Background: an optimization exercise with open tools, aiming at small area, a short achievable clock period and few clock cycles. Do not read the settings as production practice. Only simulation tests tie the RTL to the original design; equivalence was not proved. Power is estimated from default activity; no workload was simulated.

==> flow/design.v (excerpt) <==
module ofdmtx_enc (
    input  wire        clk,
    input  wire        rst,
    input  wire        start_valid,
    output wire        start_ready,
    input  wire [7:0]  cfg_rb,      
    input  wire [11:0] cfg_len,     
    input  wire [6:0]  cfg_seed,    
    input  wire        in_valid,
    output wire        in_ready,
    input  wire [7:0]  in_data,
    output wire        out_valid,
    input  wire        out_ready,
    output wire [5:0]  out_data,
    output wire        out_last,
    output wire        out_err
);
    function [2:0] cost;
        input [1:0] code;
        case (code)
            2'd0: cost = 3'd1;
            2'd1: cost = 3'd2;
            2'd2: cost = 3'd4;
            default: cost = 3'd6;
        endcase
    endfunction
    localparam [1:0] F_IDLE = 2'd0, F_DEC = 2'd1, F_FILL = 2'd2, F_ERR = 2'd3;
    reg [1:0]   fstate;
    reg [7:0]   f_rb;
    reg [11:0]  f_rem;       
    reg [6:0]   scr;         
    reg         f_tdone;     
    reg         f_first;     
    reg [4:0]   f_row;       
    reg [5:0]   hist;        
    reg         full;        
    reg         full_last;   
    reg         full_err;    
    reg         ch_q;        
    reg         sr_q;        
    reg         ir_q;        
    reg         bv;          
    reg [7:0]   bd;
    reg [149:0] R;
    reg         r_act, r_err, r_last;
    reg [3:0]   f_g;         
    reg [3:0]   r_g;         
    reg [3:0]   r_c;         
    reg [4:0]   r_q;         
    reg [1:0]   r_blk;
    reg [3:0]   r_sc;
    reg [2:0]   r_d;         
    reg         o_v, o_last, o_err;
    reg [5:0]   o_d;
    reg         k_v, k_last, k_err;
    reg [5:0]   k_d;
    assign start_ready = sr_q;
    assign in_ready    = ir_q;
    assign out_valid   = o_v;
    assign out_data    = o_d;
    assign out_last    = o_last;
    assign out_err     = o_err;
    reg [7:0] scr_bits;
    reg [6:0] scr8;
    integer k;
    always @* begin
        scr8 = scr;
        for (k = 0; k < 8; k = k + 1) begin
            scr_bits[k] = scr8[6] ^ scr8[3];
            scr8 = {scr8[5:0], scr8[6] ^ scr8[3]};
        end
    end
    wire rem0     = (f_rem == 12'd0);
    wire rem1     = (f_rem == 12'd1);
    wire row_svc  = f_first && (f_row[4:1] == 4'd0);
  ...
For scale: roughly 260 flip-flops, ~51 I/O pins, roughly 0.015 sq mm of cells after synthesis.
export LEC_CHECK = 0
export CAP_MARGIN = 20
export CORE_MARGIN = 2
export CORE_UTILIZATION = 40
export CTS_CLUSTER_DIAMETER = 70
export CTS_CLUSTER_SIZE = 35
export SLEW_MARGIN = 20
create_clock -name core_clock -period 20.0 [get_ports {clk}]
standard.sh (not shown) runs the stock make flow with config.mk's settings and CLKGATE_MAP_FILE= SYNTH_SCRIPT=/design/flow/synth_recipe.tcl, a recipe that flattens the netlist after the stock synthesis.
==> flow/flow/run.sh <==
#!/bin/bash
# The standard layout (the standard.sh: standard synthesis, then ORFS to
# finish), with these changes to how it is made:
#  - ORFS's own setup repair is asked to leave a slack margin, so that its
#    sizing passes also shorten the paths that already meet the 20 ns clock;
#  - the port buffers that buffer_ports inserts on every input and output are
#    plain buf_1 cells rather than the default pick (a delay buffer);
#  - clock tree synthesis uses the clustering of config.mk and inserts no
#    dummy balancing loads (the same arguments ORFS builds, plus
#    -dont_use_dummy_load).
# The clock, the constraints and every other step are the standard ones.
set -euo pipefail
bash standard.sh SETUP_SLACK_MARGIN=15.0 \
    "BUFFER_PORTS_ARGS=-buffer_cell sky130_fd_sc_hd__buf_1" \
    "CTS_ARGS=-sink_clustering_enable -repair_clock_nets -sink_clustering_size 35 -sink_clustering_max_diameter 70 -dont_use_dummy_load" \
    finish > standard_finish.log 2>&1
Testbench counts at the start, summed over its fixed seeds: cycles 75,348.
Change:
--- a/flow/flow/run.sh
+++ b/flow/flow/run.sh
@@ -15 +15 @@
-    "CTS_ARGS=-sink_clustering_enable -repair_clock_nets -sink_clustering_size 35 -sink_clustering_max_diameter 70 -dont_use_dummy_load" \
+    "CTS_ARGS=-sink_clustering_enable -repair_clock_nets -sink_clustering_size 40 -sink_clustering_max_diameter 70 -dont_use_dummy_load" \
Settings changed: CTS_CLUSTER_SIZE 35 to 40.
Effect:
- total power stays the same
- via count is unchanged
- combinational power is about the same
Change:
==> flow/flow/run.sh (replaced) <==
#!/bin/bash
# The standard layout (the standard.sh: standard synthesis, then ORFS to
# finish), with two changes to how it is made:
#  - ORFS's own setup repair is asked to leave a slack margin, so that its
#    sizing passes also shorten the paths that already meet the 20 ns clock;
#  - the port buffers that buffer_ports inserts on every input and output are
#    plain buf_1 cells rather than the default pick (a delay buffer).
# The clock, the constraints and every other step are the standard ones.
set -euo pipefail
bash standard.sh SETUP_SLACK_MARGIN=15.0 "BUFFER_PORTS_ARGS=-buffer_cell sky130_fd_sc_hd__buf_1" finish > standard_finish.log 2>&1
Settings changed: CTS_CLUSTER_DIAMETER 70 to 60.
The new run completed without violations.
Clock skew goes down by 0.056 ns.
Wire length is higher by about 0.9%.
Combinational power stays flat.
Global-route usage goes up by 0.13 points.
Change:
Settings changed: CTS_CLUSTER_DIAMETER 60 to 70, CTS_CLUSTER_SIZE 40 to 35.
Via count is about the same; sequential power barely changes; total power goes down by about 2.6%; final area goes down by 1.3%; worst setup slack improved by 0.028 ns; global-route usage hardly moves.

========
== run 1 ==
Another version of the RTL of ofdmtx_enc (not shown whole).
Size: about 1400 cells after synthesis, ~250 flip-flops, roughly 51 I/O pins, ~15000 sq um of cells after synthesis.
Settings: LEC_CHECK=0, CAP_MARGIN=5, CORE_MARGIN=2, CORE_UTILIZATION=40, CTS_CLUSTER_DIAMETER=70, CTS_CLUSTER_SIZE=35, SLEW_MARGIN=5; clock period 20.0 ns.
==> flow/flow/run.sh <==
#!/bin/bash
# The standard layout (the standard.sh: standard synthesis, then ORFS to
# finish), with two changes to how it is made:
#  - ORFS's own setup repair is asked to leave a slack margin, so that its
#    sizing passes also shorten the paths that already meet the 20 ns clock;
#  - the port buffers that buffer_ports inserts on every input and output are
#    plain buf_1 cells rather than the default pick (a delay buffer).
# The clock, the constraints and every other step are the standard ones.
set -euo pipefail
bash standard.sh SETUP_SLACK_MARGIN=15.0 "BUFFER_PORTS_ARGS=-buffer_cell sky130_fd_sc_hd__buf_1" finish > standard_finish.log 2>&1
Run 1 went all the way through synthesis, placement and routing and the layout is clean on timing, DRC and antenna.
Testbench counts of run 1, summed over its fixed seeds: cycles 75,348.
What run 2 does differently from run 1 at the input level:
diff --git a/flow/flow/run.sh b/flow/flow/run.sh
--- a/flow/flow/run.sh
+++ b/flow/flow/run.sh
@@ -3 +3 @@
-# finish), with two changes to how it is made:
+# finish), with these changes to how it is made:
@@ -7 +7,4 @@
-#    plain buf_1 cells rather than the default pick (a delay buffer).
+#    plain buf_1 cells rather than the default pick (a delay buffer);
+#  - clock tree synthesis uses the clustering of config.mk and inserts no
+#    dummy balancing loads (the same arguments ORFS builds, plus
+#    -dont_use_dummy_load).
@@ -10 +13,4 @@
-bash standard.sh SETUP_SLACK_MARGIN=15.0 "BUFFER_PORTS_ARGS=-buffer_cell sky130_fd_sc_hd__buf_1" finish > standard_finish.log 2>&1
+bash standard.sh SETUP_SLACK_MARGIN=15.4 \
+    "BUFFER_PORTS_ARGS=-buffer_cell sky130_fd_sc_hd__buf_1" \
+    "CTS_ARGS=-sink_clustering_enable -repair_clock_nets -sink_clustering_size 35 -sink_clustering_max_diameter 70 -dont_use_dummy_load" \
+    finish > standard_finish.log 2>&1
diff --git a/flow/config.mk b/flow/config.mk
--- a/flow/config.mk
+++ b/flow/config.mk
@@ -8 +8 @@
-export CAP_MARGIN = 5
+export CAP_MARGIN = 20
@@ -13 +13 @@
-export SLEW_MARGIN = 5
+export SLEW_MARGIN = 20
==> run summary <==
Comparing the two runs side by side, run 2 comes out ahead of run 1 on switching power summed over all nets.
Run 2 vs run 1 on layout overhead on the synthesized area: run 2 is the lower one.
The core of run 2 is less densely filled than that of run 1.
Changes in run 3 relative to run 2:
==> flow/flow/run.sh <==
#!/bin/bash
# The standard layout (the standard.sh: standard synthesis, then ORFS to
# finish), with two changes to how it is made:
#  - ORFS's own setup repair is asked to leave a slack margin, so that its
#    sizing passes also shorten the paths that already meet the 20 ns clock;
#  - the port buffers that buffer_ports inserts on every input and output are
#    plain buf_1 cells rather than the default pick (a delay buffer).
# The clock, the constraints and every other step are the standard ones.
set -euo pipefail
bash standard.sh SETUP_SLACK_MARGIN=15.0 "BUFFER_PORTS_ARGS=-buffer_cell sky130_fd_sc_hd__buf_1" finish > standard_finish.log 2>&1
### Flow results
Final wirelength (run 3 vs. run 2) decreases slightly. [compare] base=run 2 new=run 3: aggregate negative setup slack essentially unchanged, power higher, utilization after layout now sits higher, slew at the pin closest to its max-slew limit shrank by 13 ps, critical path depth in cells flat.
The following lists how run 4 was set up differently from run 3:
diff --git a/flow/flow/run.sh b/flow/flow/run.sh
--- a/flow/flow/run.sh
+++ b/flow/flow/run.sh
@@ -3 +3 @@
-# finish), with two changes to how it is made:
+# finish), with these changes to how it is made:
@@ -7 +7,4 @@
-#    plain buf_1 cells rather than the default pick (a delay buffer).
+#    plain buf_1 cells rather than the default pick (a delay buffer);
+#  - clock tree synthesis uses the clustering of config.mk and inserts no
+#    dummy balancing loads (the same arguments ORFS builds, plus
+#    -dont_use_dummy_load).
@@ -10 +13,4 @@
-bash standard.sh SETUP_SLACK_MARGIN=15.0 "BUFFER_PORTS_ARGS=-buffer_cell sky130_fd_sc_hd__buf_1" finish > standard_finish.log 2>&1
+bash standard.sh SETUP_SLACK_MARGIN=15.0 \
+    "BUFFER_PORTS_ARGS=-buffer_cell sky130_fd_sc_hd__buf_1" \
+    "CTS_ARGS=-sink_clustering_enable -repair_clock_nets -sink_clustering_size 35 -sink_clustering_max_diameter 70 -dont_use_dummy_load" \
+    finish > standard_finish.log 2>&1
### Flow results
On signed area change from the synthesized netlist to the final layout, the higher figure sits with run 3, not run 4.
Looking at run 3 and run 4, the transition time at the pin with the least slew margin is a wash.
Final wirelength essentially unchanged between run 3 and run 4.
Going from run 3 to run 4, sequential share of layout area saw an increase, smallest setup slack after layout rose 43 ps, fraction of power spent switching nets has decreased, post-route worst hold slack decreased by 6.6 ps relative to the old numbers.
Of run 3 and run 4, run 4 shows the lower wire length of the first global-routing pass, with run 3 above it.
Input changes introduced in run 5 (baseline for comparison: run 4):
==> flow/flow/run.sh <==
#!/bin/bash
# The standard layout (the standard.sh: standard synthesis, then ORFS to
# finish), with two changes to how it is made:
#  - ORFS's own setup repair is asked to leave a slack margin, so that its
#    sizing passes also shorten the paths that already meet the 20 ns clock;
#  - the port buffers that buffer_ports inserts on every input and output are
#    plain buf_1 cells rather than the default pick (a delay buffer).
# The clock, the constraints and every other step are the standard ones.
set -euo pipefail
bash standard.sh SETUP_SLACK_MARGIN=15.0 "BUFFER_PORTS_ARGS=-buffer_cell sky130_fd_sc_hd__buf_1" finish > standard_finish.log 2>&1
diff --git a/flow/config.mk b/flow/config.mk
--- a/flow/config.mk
+++ b/flow/config.mk
@@ -10,0 +11 @@
+export CTS_BUF_LIST = sky130_fd_sc_hd__clkbuf_8 sky130_fd_sc_hd__clkbuf_16
### Flow results
Comparing run 4 and run 5, the higher area overhead of the layout relative to synthesis is on run 5.
From run 4 to run 5 the numbers moved as follows: final critical delay including setup and external delays has increased, maximum clock frequency has decreased, area of all placed cells without fillers has increased.
Of the two candidates, run 4 has the worse register-to-register path setup slack and run 5 the better one.
Going from run 4 to run 5, total wire length after detailed routing saw little to no change, worst path setup slack after routing saw a decrease, sequential cell area saw little to no change, clock power saw an increase, first-pass GRT wire length saw an increase.

re-timing with driven ports:
No port has a modelled driver above. Below, the same layouts with a new extraction and two added sets of constraints.
Step 1 sets driving cells, clkbuf_16 on the clock port and buf_2 on the other inputs (assumed; they add their load-dependent delay and slew).
Step 2 moves the port delays by t, midway between the first and last clock arrival at a register: inputs arrive t later, outputs are due t later. That takes back most of the time a late clock gives input paths.
Slacks: no drivers / after step 1 / after step 2; pairs: no drivers / after step 1.
run | shift t [ns] | setup slack, ns | hold WS [ns] | slew at the worst register clock pin (ns)
the first run of note 1 | 0.543 | 14.991 / 14.940 / 14.884 | 0.456 / 0.456 / 0.456 | 0.10 / 0.10
the second run of note 1 | 0.543 | 14.991 / 14.940 / 14.884 | 0.456 / 0.456 / 0.456 | 0.10 / 0.10
the third run of note 1 | 0.597 | 14.943 / 14.892 / 14.869 | 0.464 / 0.464 / 0.464 | 0.09 / 0.09
the fourth run of note 1 | 0.563 | 14.971 / 14.920 / 14.875 | 0.469 / 0.469 / 0.469 | 0.11 / 0.11
run 1 | 0.574 | 14.955 / 14.905 / 14.801 | 0.457 / 0.457 / 0.457 | 0.10 / 0.10
run 2 | 0.545 | 14.937 / 14.887 / 14.852 | 0.459 / 0.459 / 0.459 | 0.09 / 0.09
run 3 | 0.580 | 14.966 / 14.912 / 14.797 | 0.453 / 0.453 / 0.453 | 0.10 / 0.10
run 4 | 0.551 | 15.008 / 14.955 / 14.787 | 0.447 / 0.447 / 0.447 | 0.09 / 0.09
run 5 | 0.580 | 14.966 / 14.912 / 14.797 | 0.453 / 0.453 / 0.453 | 0.10 / 0.10
After both steps every run listed still meets setup and hold. For run 4, which loses most, drivers alone change the setup slack by -0.053 ns; drivers and shift together by -0.221 ns.
